Context: an optimization exercise on an open-source flow, tuned for small area, a short achievable clock period and few clock cycles per item. The choices shown serve that exercise and are no tape-out recipe. Only simulation tests tie the RTL to the original design; equivalence was not proved. No activity file was given, so power comes from the tool's default toggle rates.

==> v5 <==
Design rc_rx, start of the top module:
module rc_rx (
    input  wire        clk,
    input  wire        rst,
    input  wire        ev_valid,
    output wire        ev_ready,
    input  wire [15:0] ev_dt,
    input  wire        ev_edge,
    input  wire [7:0]  cfg_tol,      
    input  wire        cfg_in_en,    
    input  wire        clr_valid,    
    output reg         res_valid,
    output reg  [31:0] res_value,
    output reg  [7:0]  res_len,
    output reg  [31:0] res_unit,
    output reg  [2:0]  res_proto
);
make LEC_CHECK=0 CAP_MARGIN=20 CORE_MARGIN=2 CORE_UTILIZATION=65 SLEW_MARGIN=20 finish   # period 20.0 ns
run.sh (not shown) runs the stock make flow with config.mk's settings and CLKGATE_MAP_FILE= SYNTH_SCRIPT=/design/flow/synth_recipe.tcl, a recipe that flattens the netlist after the stock synthesis.
==> v34 (differences from v5) <==
--- a/flow/design.v
+++ b/flow/design.v
@@ -93,15 +93,15 @@
     reg  [2:0]  dp;
     reg  [8:0]  ds1, ds2, ds3;      
     reg         dv_fresh;           
     reg  [2:0]  dv_j;
     reg  [3:0]  nib;
     reg  [6:0]  dv_r;
     reg  [29:0] dv_u;
-    reg  [9:0]  tm_lo, tm_hi;       
+    reg  [3:0]  dq;                 
     reg         dq_v;
     reg  [6:0]  tra;                
     reg  [4:0]  trb;
     reg  [20:0] tq;                 
     reg  [1:0]  tqb;
     reg  [1:0]  sc_st;
     reg  [2:0]  bk;
@@ -135,17 +135,18 @@
     wire        dec_big  = edge_v & act_ok & e_gap & e_match & rep & (cnt > 7'd7);
     wire        stall    = s_fold | s_test | (dec_big & ~(t_ok & sc_done));
     wire        consume  = a_v & ~stall;
     wire        publish  = dec_big & ~stall & (sc_st == SC_SCAN);
     wire        act_edge = edge_v & ~stall;
     wire        new_frame = act_edge & (e_gap | (cnt >= 7'd67) | (cnt == 7'd0));
     wire        wr_slot  = edge_v & act_ok & ~e_gap & (cnt < 7'd67) & (cnt != 7'd0);
+    wire        t_new    = edge_v & (a_tol != t_cur);
     wire       take     = (sc_st == SC_WAIT) & (dv_st == DV_DONE) & ~rs;
     wire       dv_first = (dv_st == DV_DONE);
-    wire       dv_step  = ~rs & ((dv_st == DV_RUN) | (take & (dp != 3'd6)));
+    wire       dv_step  = (dv_st == DV_RUN) | (take & (dp != 3'd6));
     wire [7:0] p_sync, p_zh, p_zl, p_oh, p_ol;
     wire       p_inv;
     rc_proto_table u_tab_scan (
         .proto      (sp),
         .sync_count (p_sync),
         .zero_high  (p_zh),
         .zero_low   (p_zl),
@@ -192,14 +193,16 @@
                 3'd3:    smul = {9'd213, 9'd142, 9'd71};
                 3'd4:    smul = {9'd18,  9'd12,  9'd6};
                 3'd5:    smul = {9'd42,  9'd28,  9'd14};
                 default: smul = {9'd69,  9'd46,  9'd23};
             endcase
         end
     endfunction
+    wire [9:0]  tm_lo = tmul2(dq[1:0], t_cur, t_x3);
+    wire [9:0]  tm_hi = tmul2(dq[3:2], t_cur, t_x3);
     wire [12:0] tn = {2'b00, tra, 4'b0000} + {4'b0000, trb, 4'b0000} +
                      {3'b000, tm_lo} + {1'b0, tm_hi, 2'b00};
     reg  [5:0]  tq2;
     reg  [6:0]  trr;
     always @(*) begin
         case (tn[12:5])
             8'd0: begin tq2 = 6'd0; trr = 7'd0; end
@@ -456,15 +459,15 @@
             if ((a_v & ~a_e) | s_fold)
                 eacc <= d_sum;
             if (act_edge)
                 eacc <= 32'd0;
             if (wr_slot)
                 cnt <= cnt + 7'd1;
             rs <= 1'b0;
-            if (edge_v & (a_tol != t_cur)) begin
+            if (t_new) begin
                 t_cur <= a_tol;
                 t_x3  <= {2'b00, a_tol} + {1'b0, a_tol, 1'b0};
                 rs    <= 1'b1;
             end
             if (new_frame) begin
                 g   <= d_eff;
                 cnt <= 7'd1;
@@ -550,17 +553,17 @@
         end
         if (wr_slot) begin
             if (cnt[0])
                 tbo[cnt[6:1]] <= d_eff[12:0];
             else
                 tbe[cnt[6:1] - 6'd1] <= d_eff[12:0];
         end
-        dv_r  <= dr_new;
-        tm_lo <= tmul2(dq_new[1:0], t_cur, t_x3);
-        tm_hi <= tmul2(dq_new[3:2], t_cur, t_x3);
+        if (dv_step | (dv_st == DV_TAIL))
+            dv_r <= dr_new;
+        dq    <= dq_new;
         if (rs) begin
             {ds3, ds2, ds1} <= smul(3'd1);
             dv_fresh <= 1'b1;
             dv_j  <= g_top;
             nib   <= g[{g_top, 2'b00} +: 4];
             dv_u  <= 30'd0;
             dq_v  <= 1'b0;
@@ -577,40 +580,46 @@
             end
             if (dv_step) begin
                 dv_u  <= {dv_first ? 26'd0 : dv_u[25:0], dq_new};
                 dv_fresh <= 1'b0;
                 dv_j  <= dv_j - 3'd1;
                 nib   <= g[{dv_j - 3'd1, 2'b00} +: 4];
                 dq_v  <= 1'b1;
+                if (dv_j == 3'd0) begin
+                    {ds3, ds2, ds1} <= smul(dp + 3'd1);
+                    dv_fresh <= 1'b1;
+                    dv_j  <= g_top;
+                    nib   <= g[{g_top, 2'b00} +: 4];
+                end
             end else begin
                 dq_v  <= 1'b0;
             end
             if (dv_first & dv_step) begin
                 tra   <= 7'd0;
                 trb   <= 5'd0;
                 tq    <= 21'd0;
                 tqb   <= 2'd0;
             end
-            if (dv_st == DV_TAIL) begin
-                {ds3, ds2, ds1} <= smul(dp + 3'd1);
-                dv_fresh <= 1'b1;
-                dv_j  <= g_top;
-                nib   <= g[{g_top, 2'b00} +: 4];
+            if ((dv_st == DV_TAIL) & (dv_j != 3'd0) & ({5'd0, nib} < ds1)) begin
+                dv_fresh <= 1'b0;
+                dv_j  <= dv_j - 3'd1;
+                nib   <= g[{dv_j - 3'd1, 2'b00} +: 4];
             end
         end
         if (sc_take) begin
             u_cur   <= dv_u;
             tol_cur <= tq + {15'd0, tqb, 4'b0000};
             tol_c   <= ({1'b0, tra} + {3'b000, trb}) >= 8'd100;
             scode   <= 32'd0;
             ia      <= p_inv ? 6'd1 : 6'd0;
             ib      <= 6'd0;
             need    <= p_inv ? 7'd4 : 7'd3;
-            bk      <= 3'd0;
-            kk      <= p_zh[3:0];
+            kv      <= (sp == 3'd3) ? {2'b00, dv_u[18:0], 2'b00} : {4'b0000, dv_u[18:0]};
+            bk      <= 3'd1;
+            kk      <= p_zl[3:0];
         end
         if (sc_bnd) begin
             kv <= kv_n;
             kk <= kk_n;
             bk <= bk + 3'd1;
             case (bk)
                 3'd1: begin
==> flow/flow/run.sh (new file) <==
#!/bin/bash
# The standard layout, with one change: the buffers that ORFS puts on
# every input and output port are buf_4 cells instead of the slow delay
# buffer buffer_ports picks by default. Everything else is standard.sh.
set -euo pipefail
export BUFFER_PORTS_ARGS="-buffer_cell sky130_fd_sc_hd__buf_4"
bash standard.sh > standard.log 2>&1
==> flow/standard.sh (new file) <==
#!/bin/bash
# synth_recipe.tcl (not shown) runs the flow's synth.tcl, then flattens the netlist and writes it again
# the make line also repeats each setting of config.mk as NAME=value (left out here)
make -C /OpenROAD-flow-scripts/flow DESIGN_CONFIG=/design/flow/config.mk WORK_HOME=/design/flow/orfs CLKGATE_MAP_FILE= SYNTH_SCRIPT=/design/flow/synth_recipe.tcl "${@:-finish}"
CORE_UTILIZATION = 40   (was 65)
removed: flow/run.sh
==> v35 (differences from v5) <==
--- a/flow/design.v
+++ b/flow/design.v
@@ -135,17 +135,20 @@
     wire        dec_big  = edge_v & act_ok & e_gap & e_match & rep & (cnt > 7'd7);
     wire        stall    = s_fold | s_test | (dec_big & ~(t_ok & sc_done));
     wire        consume  = a_v & ~stall;
     wire        publish  = dec_big & ~stall & (sc_st == SC_SCAN);
     wire        act_edge = edge_v & ~stall;
     wire        new_frame = act_edge & (e_gap | (cnt >= 7'd67) | (cnt == 7'd0));
     wire        wr_slot  = edge_v & act_ok & ~e_gap & (cnt < 7'd67) & (cnt != 7'd0);
+    wire        t_new    = edge_v & (a_tol != t_cur);
+    wire        rs_set   = new_frame | t_new;
+    wire [31:0] g_new    = new_frame ? d_eff : g;
     wire       take     = (sc_st == SC_WAIT) & (dv_st == DV_DONE) & ~rs;
     wire       dv_first = (dv_st == DV_DONE);
-    wire       dv_step  = ~rs & ((dv_st == DV_RUN) | (take & (dp != 3'd6)));
+    wire       dv_step  = (dv_st == DV_RUN) | (take & (dp != 3'd6));
     wire [7:0] p_sync, p_zh, p_zl, p_oh, p_ol;
     wire       p_inv;
     rc_proto_table u_tab_scan (
         .proto      (sp),
         .sync_count (p_sync),
         .zero_high  (p_zh),
         .zero_low   (p_zl),
@@ -153,15 +156,15 @@
         .one_low    (p_ol),
         .inverted   (p_inv)
     );
     reg [2:0] g_top;
     always @(*) begin
         g_top = 3'd0;
         for (i = 1; i < 8; i = i + 1)
-            if (g[4*i +: 4] != 4'd0) g_top = i[2:0];
+            if (g_new[4*i +: 4] != 4'd0) g_top = i[2:0];
     end
     wire [3:0] dq_new;
     wire [6:0] dr_new;
     rc_div40 u_step (
         .r     (dv_fresh ? 7'd0 : dv_r),
         .nib   (nib),
         .s1    (ds1),
@@ -456,15 +459,15 @@
             if ((a_v & ~a_e) | s_fold)
                 eacc <= d_sum;
             if (act_edge)
                 eacc <= 32'd0;
             if (wr_slot)
                 cnt <= cnt + 7'd1;
             rs <= 1'b0;
-            if (edge_v & (a_tol != t_cur)) begin
+            if (t_new) begin
                 t_cur <= a_tol;
                 t_x3  <= {2'b00, a_tol} + {1'b0, a_tol, 1'b0};
                 rs    <= 1'b1;
             end
             if (new_frame) begin
                 g   <= d_eff;
                 cnt <= 7'd1;
@@ -480,15 +483,15 @@
             end else if (clr_valid) begin
                 res_valid <= 1'b0;
                 res_value <= 32'd0;
                 res_len   <= 8'd0;
                 res_unit  <= 32'd0;
                 res_proto <= 3'd0;
             end
-            if (rs) begin
+            if (rs_set) begin
                 dv_st <= DV_RUN;
                 dp    <= 3'd1;
             end else begin
                 case (dv_st)
                     DV_RUN:  if (dv_j == 3'd0) dv_st <= DV_TAIL;
                     DV_TAIL: dv_st <= DV_DONE;
                     DV_DONE: begin
@@ -550,22 +553,23 @@
         end
         if (wr_slot) begin
             if (cnt[0])
                 tbo[cnt[6:1]] <= d_eff[12:0];
             else
                 tbe[cnt[6:1] - 6'd1] <= d_eff[12:0];
         end
-        dv_r  <= dr_new;
+        if (dv_step | (dv_st == DV_TAIL))
+            dv_r <= dr_new;
         tm_lo <= tmul2(dq_new[1:0], t_cur, t_x3);
         tm_hi <= tmul2(dq_new[3:2], t_cur, t_x3);
-        if (rs) begin
+        if (rs_set) begin
             {ds3, ds2, ds1} <= smul(3'd1);
             dv_fresh <= 1'b1;
             dv_j  <= g_top;
-            nib   <= g[{g_top, 2'b00} +: 4];
+            nib   <= g_new[{g_top, 2'b00} +: 4];
             dv_u  <= 30'd0;
             dq_v  <= 1'b0;
             tra   <= 7'd0;
             trb   <= 5'd0;
             tq    <= 21'd0;
             tqb   <= 2'd0;
         end else begin
@@ -577,40 +581,46 @@
             end
             if (dv_step) begin
                 dv_u  <= {dv_first ? 26'd0 : dv_u[25:0], dq_new};
                 dv_fresh <= 1'b0;
                 dv_j  <= dv_j - 3'd1;
                 nib   <= g[{dv_j - 3'd1, 2'b00} +: 4];
                 dq_v  <= 1'b1;
+                if (dv_j == 3'd0) begin
+                    {ds3, ds2, ds1} <= smul(dp + 3'd1);
+                    dv_fresh <= 1'b1;
+                    dv_j  <= g_top;
+                    nib   <= g[{g_top, 2'b00} +: 4];
+                end
             end else begin
                 dq_v  <= 1'b0;
             end
             if (dv_first & dv_step) begin
                 tra   <= 7'd0;
                 trb   <= 5'd0;
                 tq    <= 21'd0;
                 tqb   <= 2'd0;
             end
-            if (dv_st == DV_TAIL) begin
-                {ds3, ds2, ds1} <= smul(dp + 3'd1);
-                dv_fresh <= 1'b1;
-                dv_j  <= g_top;
-                nib   <= g[{g_top, 2'b00} +: 4];
+            if ((dv_st == DV_TAIL) & (dv_j != 3'd0) & ({5'd0, nib} < ds1)) begin
+                dv_fresh <= 1'b0;
+                dv_j  <= dv_j - 3'd1;
+                nib   <= g[{dv_j - 3'd1, 2'b00} +: 4];
             end
         end
         if (sc_take) begin
             u_cur   <= dv_u;
             tol_cur <= tq + {15'd0, tqb, 4'b0000};
             tol_c   <= ({1'b0, tra} + {3'b000, trb}) >= 8'd100;
             scode   <= 32'd0;
             ia      <= p_inv ? 6'd1 : 6'd0;
             ib      <= 6'd0;
             need    <= p_inv ? 7'd4 : 7'd3;
-            bk      <= 3'd0;
-            kk      <= p_zh[3:0];
+            kv      <= (sp == 3'd3) ? {2'b00, dv_u[18:0], 2'b00} : {4'b0000, dv_u[18:0]};
+            bk      <= 3'd1;
+            kk      <= p_zl[3:0];
         end
         if (sc_bnd) begin
             kv <= kv_n;
             kk <= kk_n;
             bk <= bk + 3'd1;
             case (bk)
                 3'd1: begin
CORE_UTILIZATION = 40   (was 65)
==> notes.md <==
quantity                                                                  v5                  v34                v35
Result of the run                                   timing/DRC/antenna clean  timing/DRC/antenna clean  timing/DRC/antenna clean
Critical path capture point                             dv_u[0]$_SDFFE_PP0P_  tra[5]$_SDFFE_PP0P_  dv_r[3]$_DFFE_PP_
Core occupancy in the finished layout                                  0.723                0.453              0.452
Seq/Total Area, Yosys                                                  0.573                0.567              0.568
First-pass GRT wire length                                            266 mm               273 mm             271 mm
Average wire length per cell after detail routing                    24.4 µm              22.1 µm            21.8 µm
Number of cells on the critical path                                      22                   20                 18
Inverter count of the layout excluding clock inverters                   337                  345                341
Final period util                                                      0.299                0.284              0.305
Worst reg2reg endpoint                                  dv_u[0]$_SDFFE_PP0P_  tra[5]$_SDFFE_PP0P_  dv_r[3]$_DFFE_PP_
Vias in the first global route                                        44,394               44,048             44,251
Detail Placement HPWL                                                 114 mm               122 mm             120 mm
Cell-internal power                                                  5.22 mW              5.29 mW            6.12 mW
Slew of the pin with the lowest slew margin                          1.05 ns              1.16 ns            1.09 ns
Worst-path fanout max                                                     12                   40                 26
Testbench counts of v5, summed over its fixed seeds: cycles 23,186, events 22,061.
Testbench counts of v34, summed over its fixed seeds: cycles 22,743, events 22,061.
Testbench counts of v35, summed over its fixed seeds: cycles 22,662, events 22,061.

* * *

==> run M <==
rc_rx, a different RTL version from the one above (not shown whole).
make LEC_CHECK=0 CAP_MARGIN=20 CORE_MARGIN=2 CORE_UTILIZATION=40 SLEW_MARGIN=20 finish   # period 20.0 ns
Stock flow here: none of the scripts above is used.
==> run A: changes against run M <==
--- a/flow/design.v
+++ b/flow/design.v
@@ -94,17 +94,18 @@
     reg  [8:0]  ds1, ds2, ds3;      
     reg         dv_fresh;           
     reg  [2:0]  dv_j;
     reg  [3:0]  nib;
     reg  [6:0]  dv_r;
     reg  [29:0] dv_u;
     reg  [9:0]  tm_lo, tm_hi;       
     reg         dq_v;
-    reg  [7:0]  tr;
+    reg  [6:0]  tra;                
+    reg  [4:0]  trb;
     reg  [20:0] tq;                 
     reg  [1:0]  tqb;
     reg  [1:0]  sc_st;
     reg  [2:0]  bk;
     reg  [3:0]  kk;
     reg  [22:0] kv;                 
     reg  [2:0]  sp;
     reg  [5:0]  ia, ib;             
@@ -190,17 +191,18 @@
                 3'd2:    smul = {9'd30,  9'd20,  9'd10};
                 3'd3:    smul = {9'd213, 9'd142, 9'd71};
                 3'd4:    smul = {9'd18,  9'd12,  9'd6};
                 3'd5:    smul = {9'd42,  9'd28,  9'd14};
                 default: smul = {9'd69,  9'd46,  9'd23};
             endcase
         end
     endfunction
-    wire [12:0] tn = {1'b0, tr, 4'b0000} + {3'b000, tm_lo} + {1'b0, tm_hi, 2'b00};
+    wire [12:0] tn = {2'b00, tra, 4'b0000} + {4'b0000, trb, 4'b0000} +
+                     {3'b000, tm_lo} + {1'b0, tm_hi, 2'b00};
     reg  [5:0]  tq2;
     reg  [6:0]  trr;
     always @(*) begin
         case (tn[12:5])
             8'd0: begin tq2 = 6'd0; trr = 7'd0; end
             8'd1: begin tq2 = 6'd0; trr = 7'd32; end
             8'd2: begin tq2 = 6'd0; trr = 7'd64; end
             8'd3: begin tq2 = 6'd0; trr = 7'd96; end
@@ -384,17 +386,16 @@
             8'd181: begin tq2 = 6'd57; trr = 7'd92; end
             8'd182: begin tq2 = 6'd58; trr = 7'd24; end
             8'd183: begin tq2 = 6'd58; trr = 7'd56; end
             8'd184: begin tq2 = 6'd58; trr = 7'd88; end
             8'd185: begin tq2 = 6'd59; trr = 7'd20; end
             default: begin tq2 = 6'd0; trr = 7'd0; end
         endcase
     end
-    wire [7:0]  tr_n = {1'b0, trr} + {3'b000, tn[4:0]};
     wire        big  = |u_cur[29:19];
     wire [18:0] us   = u_cur[18:0];
     wire [22:0] k8   = kk[3] ? {1'b0, us, 3'b000} : kk[2] ? {2'b00, us, 2'b00} : 23'd0;
     wire [22:0] k2   = kk[1] ? {3'b000, us, 1'b0} : 23'd0;
     wire [22:0] k1   = kk[0] ? {4'b0000, us} : 23'd0;
     wire [22:0] kv_n = k8 + k2 + k1;
     wire [24:0] b_lo = {2'b00, kv} - {4'b0000, tol_cur} - {24'd0, tol_c};
     wire [24:0] b_hi = {2'b00, kv} + {4'b0000, tol_cur} + {24'd0, tol_c};
@@ -558,50 +559,53 @@
         tm_hi <= tmul2(dq_new[3:2], t_cur, t_x3);
         if (rs) begin
             {ds3, ds2, ds1} <= smul(3'd1);
             dv_fresh <= 1'b1;
             dv_j  <= g_top;
             nib   <= g[{g_top, 2'b00} +: 4];
             dv_u  <= 30'd0;
             dq_v  <= 1'b0;
-            tr    <= 8'd0;
+            tra   <= 7'd0;
+            trb   <= 5'd0;
             tq    <= 21'd0;
             tqb   <= 2'd0;
         end else begin
             if (dq_v) begin
-                tr  <= tr_n;
+                tra <= trr;
+                trb <= tn[4:0];
                 tq  <= {tq[16:0] + {11'd0, tqb, 4'b0000}, tq2[3:0]};
                 tqb <= tq2[5:4];
             end
             if (dv_step) begin
                 dv_u  <= {dv_first ? 26'd0 : dv_u[25:0], dq_new};
                 dv_fresh <= 1'b0;
                 dv_j  <= dv_j - 3'd1;
                 nib   <= g[{dv_j - 3'd1, 2'b00} +: 4];
                 dq_v  <= 1'b1;
             end else begin
                 dq_v  <= 1'b0;
             end
             if (dv_first & dv_step) begin
-                tr    <= 8'd0;
+                tra   <= 7'd0;
+                trb   <= 5'd0;
                 tq    <= 21'd0;
                 tqb   <= 2'd0;
             end
             if (dv_st == DV_TAIL) begin
                 {ds3, ds2, ds1} <= smul(dp + 3'd1);
                 dv_fresh <= 1'b1;
                 dv_j  <= g_top;
                 nib   <= g[{g_top, 2'b00} +: 4];
             end
         end
         if (sc_take) begin
             u_cur   <= dv_u;
             tol_cur <= tq + {15'd0, tqb, 4'b0000};
-            tol_c   <= tr >= 8'd100;
+            tol_c   <= ({1'b0, tra} + {3'b000, trb}) >= 8'd100;
             scode   <= 32'd0;
             ia      <= p_inv ? 6'd1 : 6'd0;
             ib      <= 6'd0;
             need    <= p_inv ? 7'd4 : 7'd3;
             bk      <= 3'd0;
             kk      <= p_zh[3:0];
         end
         if (sc_bnd) begin
==> flow/config.mk (replaced) <==
export PLATFORM = sky130hd
export DESIGN_NAME = rc_rx
export DESIGN_NICKNAME = rc_rx
export VERILOG_FILES = /design/flow/design.v
export SDC_FILE = /design/flow/constraint.sdc
export NUM_CORES = 4
export LEC_CHECK = 0
export CAP_MARGIN = 20
export CORE_MARGIN = 2
export CORE_UTILIZATION = 65
export CTS_BUF_LIST = sky130_fd_sc_hd__clkbuf_4
export SLEW_MARGIN = 20
==> summary of the runs <==
- Area after synthesis is about the same in run M and run A.
- Against run A, the global-route usage of run M is lower by 12 points.
- Maximum frequency: run M is lower than run A (0.49%).
- In run A the via count is larger than in run M, by 4.1%.
Testbench counts of run M, summed over its fixed seeds: cycles 23,186, events 22,061.
Testbench counts of run A, summed over its fixed seeds: cycles 23,186, events 22,061.

port drivers added, routing unchanged:
In the flow no input, the clock included, has a driving cell. The finished layouts below were timed again as built, in two steps.
Step 1 assumes that a clkbuf_16 drives the clock port and a buf_2 every other input.
Step 2 also shifts input and output timing later by t, the mid clock arrival at the registers, as if the neighbouring blocks saw the same clock.
Slacks: ideal ports / drivers / drivers and shift; pairs: ideal ports / drivers.
| run | t (ns) | setup slack, ns | hold slack, ns | slew at the worst register clock pin (ns) | pins driven straight from the clock port |
|---|---|---|---|---|---|
| v5 | 0.834 | 14.026 / 14.026 / 13.774 | 0.434 / 0.434 / 0.434 | 0.07 / 0.07 | 1 |
| v34 | 0.876 | 14.312 / 14.312 / 14.168 | 0.415 / 0.415 / 0.415 | 0.06 / 0.06 | 1 |
| v35 | 0.874 | 13.897 / 13.897 / 13.897 | 0.429 / 0.429 / 0.429 | 0.07 / 0.07 | 1 |
| run M | 0.880 | 13.790 / 13.790 / 13.790 | 0.432 / 0.432 / 0.432 | 0.07 / 0.07 | 1 |
| run A | 1.212 | 13.820 / 13.742 / 13.834 | 0.447 / 0.447 / 0.447 | 0.08 / 0.08 | 1 |
After both steps every run listed still meets setup and hold. The setup slack of v5, which loses most, moves by 0.000 ns with the drivers and by -0.252 ns with both steps.
